What follows belongs to an exercise in optimizing a design on an open flow for small area, a short achievable clock period and few clock cycles; a production flow would make more cautious choices.
Power and IR drop assume default switching activity.

Setup of run a:
## ipc_core
module ipc_core #(
    parameter LEFT_TH              = 2,
    parameter RIGHT_TH             = 1,
    parameter HAZARD_TH            = 1,
    parameter CNT_W                = 16,
    parameter BCNT_W               = 8,
    parameter DIR_W                = 8,
    parameter PERSIST_VERSION      = 16'h0001,
    parameter ADDR_W               = 16,
    parameter STORE_OFFSET         = 0,
    parameter MIN_SAVE_INTERVAL_MS = 32'd10000
) (
    input  wire          clk,
    input  wire          rst,
    input  wire          cmd_valid,
    output wire          cmd_ready,
    input  wire [15:0]   cmd,
    output wire          rsp_valid,
    output reg  [3:0]    rsp_status,
    input  wire          flag_1,
    input  wire          flag_2,
    input  wire          flag_buz,
    input  wire [31:0]   now_ms,
    input  wire [31:0]   wall_s,
    output reg  [1:0]    owner,
    output reg           left_led,
    output reg           right_led,
    output reg           buz_out,
    output wire [15:0]   buz_duty,
    output wire [7:0]    pat_byte,
    output reg           pat_valid,
    output reg           nv_req,
    output reg           nv_we,
    output wire [ADDR_W-1:0] nv_addr,
    output wire [7:0]    nv_len,
    output wire [159:0]  nv_wdata,
    input  wire          nv_done,
    input  wire          nv_ok,
    input  wire [159:0]  nv_rdata,
    output wire [15:0]   rec_version,
    output reg  [15:0]   rec_crc,
    output reg  [31:0]   power_on_count,
    output reg  [31:0]   runtime_minutes,
    output reg  [31:0]   service_count,
    output reg  [31:0]   last_service_ts
);
==> flow/config.mk <==
export PLATFORM = sky130hd
export DESIGN_NAME = ipc_core
export DESIGN_NICKNAME = ipc_core
export VERILOG_FILES = /design/flow/design.v
export SDC_FILE = /design/flow/constraint.sdc
export NUM_CORES = 4
export LEC_CHECK = 0
export CAP_MARGIN = 20
export CORE_MARGIN = 2
export CORE_UTILIZATION = 35
export PLACE_DENSITY = 0.6
export SLEW_MARGIN = 20
==> flow/constraint.sdc <==
create_clock -name core_clock -period 5.0 [get_ports {clk}]
set_input_delay 1.0000 -clock core_clock [delete_from_list [all_inputs] [get_ports {clk}]]
set_output_delay 1.0000 -clock core_clock [all_outputs]
set_load 0.01 [all_outputs]
standard.sh (not shown) runs the stock make flow with config.mk's settings and CLKGATE_MAP_FILE= SYNTH_SCRIPT=/design/flow/synth_recipe.tcl, a recipe that flattens the netlist after the stock synthesis.
==> flow/flow/run.sh <==
#!/bin/bash
# The standard layout, with every input and output port buffered by a
# sky130_fd_sc_hd__buf_1 instead of the default port buffer cell.
set -euo pipefail
bash standard.sh BUFFER_PORTS_ARGS="-buffer_cell sky130_fd_sc_hd__buf_1" finish > standard_flow.log 2>&1
Both conditions hold for run a: the flow ran to the end and the final layout passed the timing, design-rule and antenna checks.
> inputs changed (run a -> run b)
==> flow/run.sh (new file) <==
#!/bin/bash
# synth_recipe.tcl (not shown) runs the flow's synth.tcl, then flattens the netlist and writes it again
# the make line also repeats each setting of config.mk as NAME=value (left out here)
make -C /OpenROAD-flow-scripts/flow DESIGN_CONFIG=/design/flow/config.mk WORK_HOME=/design/flow/orfs CLKGATE_MAP_FILE= SYNTH_SCRIPT=/design/flow/synth_recipe.tcl finish
removed: flow/flow/run.sh
removed: flow/standard.sh
==> comparison <==
Run b reached the end of the flow, and the finished layout is clean on the timing, design-rule and antenna checks. [run b vs run a] fraction of area in multi-input gates: lower in run b. Run b consumes more power than run a does. Library cell contributing the largest single delay on the critical path: fa_1 -> run a, a2111oi_0 -> run b. Combined buffer and inverter count along the critical path in run b is 2 higher than in run a. Against run a as the reference, run b delivers a higher routability congestion estimate. Minimum clock period after layout: run b worse than run a. Route | run b vs run a | wire longer in run b.
No run of this note included a check of the RTL's function; only the layout flow was run.

## run 1
ipc_core, a different RTL version from the one above (not shown whole).
Size: about 300 flip-flops, about 630 I/O pins, roughly 0.020 mm2 of cells after synthesis.
export LEC_CHECK = 0
export CAP_MARGIN = 20
export CORE_MARGIN = 2
export CORE_UTILIZATION = 35
export PLACE_DENSITY = 0.6
export SLEW_MARGIN = 20
create_clock -name core_clock -period 5.0 [get_ports {clk}]
==> flow/flow/run.sh <==
#!/bin/bash
# The standard layout, with every input and output port buffered by a
# sky130_fd_sc_hd__buf_1 instead of the default port buffer cell.
set -euo pipefail
bash standard.sh BUFFER_PORTS_ARGS="-buffer_cell sky130_fd_sc_hd__buf_1" finish > standard_flow.log 2>&1
Input changes introduced in run 2 (baseline for comparison: run 1):
Settings: ABC_CLOCK_PERIOD_IN_PS: unset -> 3500; PLACE_DENSITY: 0.6 -> 0.7; SETUP_SLACK_MARGIN: unset -> 1.0; CORE_UTILIZATION: 35 -> 50.
==> comparison <==
Routed wire length ended up 1.2 mm higher on run 2 than on run 1. Between run 2 and run 1, the data arrival at the endpoint of the critical path is higher for run 1. Run 2 vs run 1, area overhead of the layout relative to synthesis went down by 1.9 points. For the overall global routing resource usage, run 2 came in 11 points higher than run 1 did. Run 2 drops more vias than run 1. Total power (run 2 vs. run 1) decreases by a few percent. Taking run 1 as the reference, in run 2 wire length of the first global-routing pass did not really move; non-clock buffer count went down.
#### Input delta (run 3 over run 2)
Settings: ABC_CLOCK_PERIOD_IN_PS no longer set, was 3500; ABC_AREA now 1, previously not set.
### Flow results
In the flow results for run 2 and run 3, the share of post-route cells with drive strength above 1 is smaller on run 3.
Run 3 ends up with a number of placement rows that is about 5.6% higher than in run 2.
Run 3 against run 2: post-layout net count higher, data required time of the worst path lower.
Diff run 2 -> run 3 | via count of the routed design | up by more than 10%
In run 3 the synthesized area turned out 9.4% higher than in run 2.
Run 2 → run 3: floorplan die area went up by about 9%; non-clock buffer count shows a reduction of 11; cell count after placement +828.
No run of this note included a check of the RTL's function; only the layout flow was run.

-- separate check: timing with driven ports --
The flow's constraints put no driver on any port. The routed layouts listed below were extracted and timed again, unchanged, in two steps. Step 1 assumes that a clkbuf_16 drives the clock port and a buf_2 every other input. Step 2, shift: input delay + t, output delay - t, t = (earliest + latest rising clock arrival at the registers) / 2. This alone moves slack from input paths to output paths. Slacks: ideal / step 1 / step 2; pairs: ideal / step 1.
| run | shift t [ns] | setup WS [ns] | worst hold slack (ns) |
|---|---|---|---|
| run a | 0.620 | 0.910 / 0.946 / 0.326 | 0.453 / 0.453 / 0.453 |
| run b | 0.612 | 0.578 / 0.611 / -0.001 | 0.452 / 0.452 / 0.452 |
| run 1 | 0.605 | 0.697 / 0.732 / 0.128 | 0.451 / 0.451 / 0.451 |
| run 2 | 0.603 | 1.148 / 1.177 / 0.574 | 0.454 / 0.454 / 0.454 |
| run 3 | 0.615 | 1.210 / 1.146 / 1.016 | 0.456 / 0.456 / 0.456 |
Met with ideal ports but missed after step 2: setup timing in run b. The setup slack of run a, which loses most, moves by +0.036 ns with the drivers and by -0.584 ns with both steps.
